From an optimization exercise on the open Yosys and OpenROAD flow, aimed at small area, a short achievable clock period and few clock cycles per item; shortcuts taken in it are not production practice.
At most, simulation tests tie the RTL to the original design; equivalence was not proved.

// nco_waveform
module nco_waveform (
    input  wire        clk,
    input  wire        rst,         
    input  wire        in_valid,
    output wire        in_ready,
    input  wire [31:0] p_in,
    input  wire [31:0] gain_in,
    input  wire [2:0]  wave_in,
    input  wire [31:0] rng_in,
    output reg         out_valid,
    output reg  [31:0] y_out,
    output reg  [31:0] rng_out
);
clock: 22.0 ns
lec_check: 0
cap_margin: 50
core_margin: 2
core_utilization: 50
cts_cluster_diameter: 100
cts_cluster_size: 30
slew_margin: 70
synth_hierarchical: 1
run.sh (not shown) runs the stock make flow with config.mk's settings and CLKGATE_MAP_FILE= SYNTH_SCRIPT=/design/flow/synth_recipe.tcl, a recipe that flattens the netlist after the stock synthesis.
Rerun with:
--- a/flow/design.v
+++ b/flow/design.v
@@ -354,17 +354,19 @@
     wire        s_q25 = (pX >= D_MANT);
     wire [2:0]  s_rp  = (pep >= 8'd4) ? (s_q25 ? 3'd2 : 3'd1) : (3'd5 - pep[2:0]);
     wire [7:0]  s_evb = pep + {5'd0, s_rp} - 8'd3;
     reg [25:0] a1;                        
     reg        up1, is_tri1, sqf1, s_x01, s_zx1, is_saw1, nanp1;
     reg [2:0]  s_rp1;
     reg [7:0]  s_evb1;
     reg [31:0] g1, r1;
+    reg        gnz1;                      
     always @(posedge clk) begin
+        gnz1    <= (g0[30:23] != 8'd0);
         a1      <= is_saw ? s_q0 : (is_tri ? {1'b0, t_k} : (is_nz ? {2'b00, kk} : 26'd0));
         up1     <= is_tri & t_up & !t_big;
         is_tri1 <= is_tri;
         sqf1    <= is_sq & sq_pos;
         s_x01   <= pX[0];
         s_zx1   <= (p0 == 31'd0);
         s_rp1   <= s_rp;
         s_evb1  <= s_evb;
@@ -526,17 +528,19 @@
     wire        flip1  = is_tri1 ? tn_n[24] : sqf1;
     wire [23:0] tn_mag = tn_x[23] ? {1'b0, tn_x[22:0]} : (24'h800000 - {1'b0, tn_x[22:0]});
     wire        tn_z   = (tn_x == 24'h800000);
     wire        tn_s   = !tn_z && (!tn_x[23] ^ flip1);
     reg [24:0] a2;                        
     reg        c2, g2r, lo2, z2, sg2, is_saw2, nanp2;
     reg [7:0]  evb2;
     reg [31:0] g2, r2;
+    reg        gnz2;
     always @(posedge clk) begin
+        gnz2    <= gnz1;
         a2      <= is_saw1 ? b_sh : {1'b0, tn_mag};
         c2      <= b_c;
         g2r     <= b_g;
         lo2     <= b_lo1;
         z2      <= is_saw1 ? s_zx1 : tn_z;
         sg2     <= !is_saw1 && tn_s;
         is_saw2 <= is_saw1;
         evb2    <= s_evb1;
@@ -555,29 +559,31 @@
     end
     wire [24:0] e_n   = e_raw << e_lz;
     wire        e_z   = z2 || (e_raw == 25'd0);
     reg [23:0] m3;
     reg [7:0]  eb3;                       
     reg [4:0]  lz3;
     reg        z3, sg3, nanp3;
     reg [31:0] g3, r3;
+    reg        gnz3;
     always @(posedge clk) begin
+        gnz3  <= gnz2;
         m3    <= e_n[24:1];
         eb3   <= is_saw2 ? evb2 : 8'd128;
         lz3   <= e_lz;
         z3    <= e_z;
         sg3   <= sg2;
         nanp3 <= nanp2;
         g3    <= g2;
         r3    <= r2;
     end
     wire [7:0]  c_ge  = g3[30:23];
-    wire [23:0] c_gm  = {(c_ge != 8'd0), g3[22:0]};
-    wire [7:0]  c_gep = (c_ge == 8'd0) ? 8'd1 : c_ge;
+    wire [23:0] c_gm  = {gnz3, g3[22:0]};
+    wire [7:0]  c_gep = gnz3 ? c_ge : 8'd1;
     wire mc0 = c_gm[0] & m3[0];
     wire mc1 = c_gm[1] & m3[0];
     wire mc2 = c_gm[2] & m3[0];
     wire mc3 = c_gm[3] & m3[0];
     wire mc4 = c_gm[4] & m3[0];
     wire mc5 = c_gm[5] & m3[0];
     wire mc6 = c_gm[6] & m3[0];
     wire mc7 = c_gm[7] & m3[0];
After rerunning: Flip-flop and latch count increases by 3; global-route usage drops by 0.17 points; setup slack gets better by 0.086 ns; synthesized area stays flat.
Testbench counts after the change, summed over its fixed seeds: cycles 3,256, items 3,200.
Only the layout flow was run in the first run of this note; the RTL was not checked for function there.

port drivers added, routing unchanged:
Ports are ideal in the flow. The routed layouts listed here were re-timed in OpenROAD. Step 1 sets driving cells, clkbuf_16 on the clock port and buf_2 on the other inputs (assumed; they add their load-dependent delay and slew). Step 2, shift: input delay + t, output delay - t, t = (earliest + latest rising clock arrival at the registers) / 2. This alone moves slack from input paths to output paths. Three values: ideal ports, drivers, drivers and shift; two values: the first two.
run	t, ns	slack for setup (ns)	hold slack, ns	cell pins on the clock port's net
the first run	0.726	15.976 / 15.906 / 16.019	0.288 / 0.288 / 0.288	1
the second run	0.674	16.062 / 15.995 / 16.294	0.316 / 0.316 / 0.316	1
After both steps every run listed still meets setup and hold.
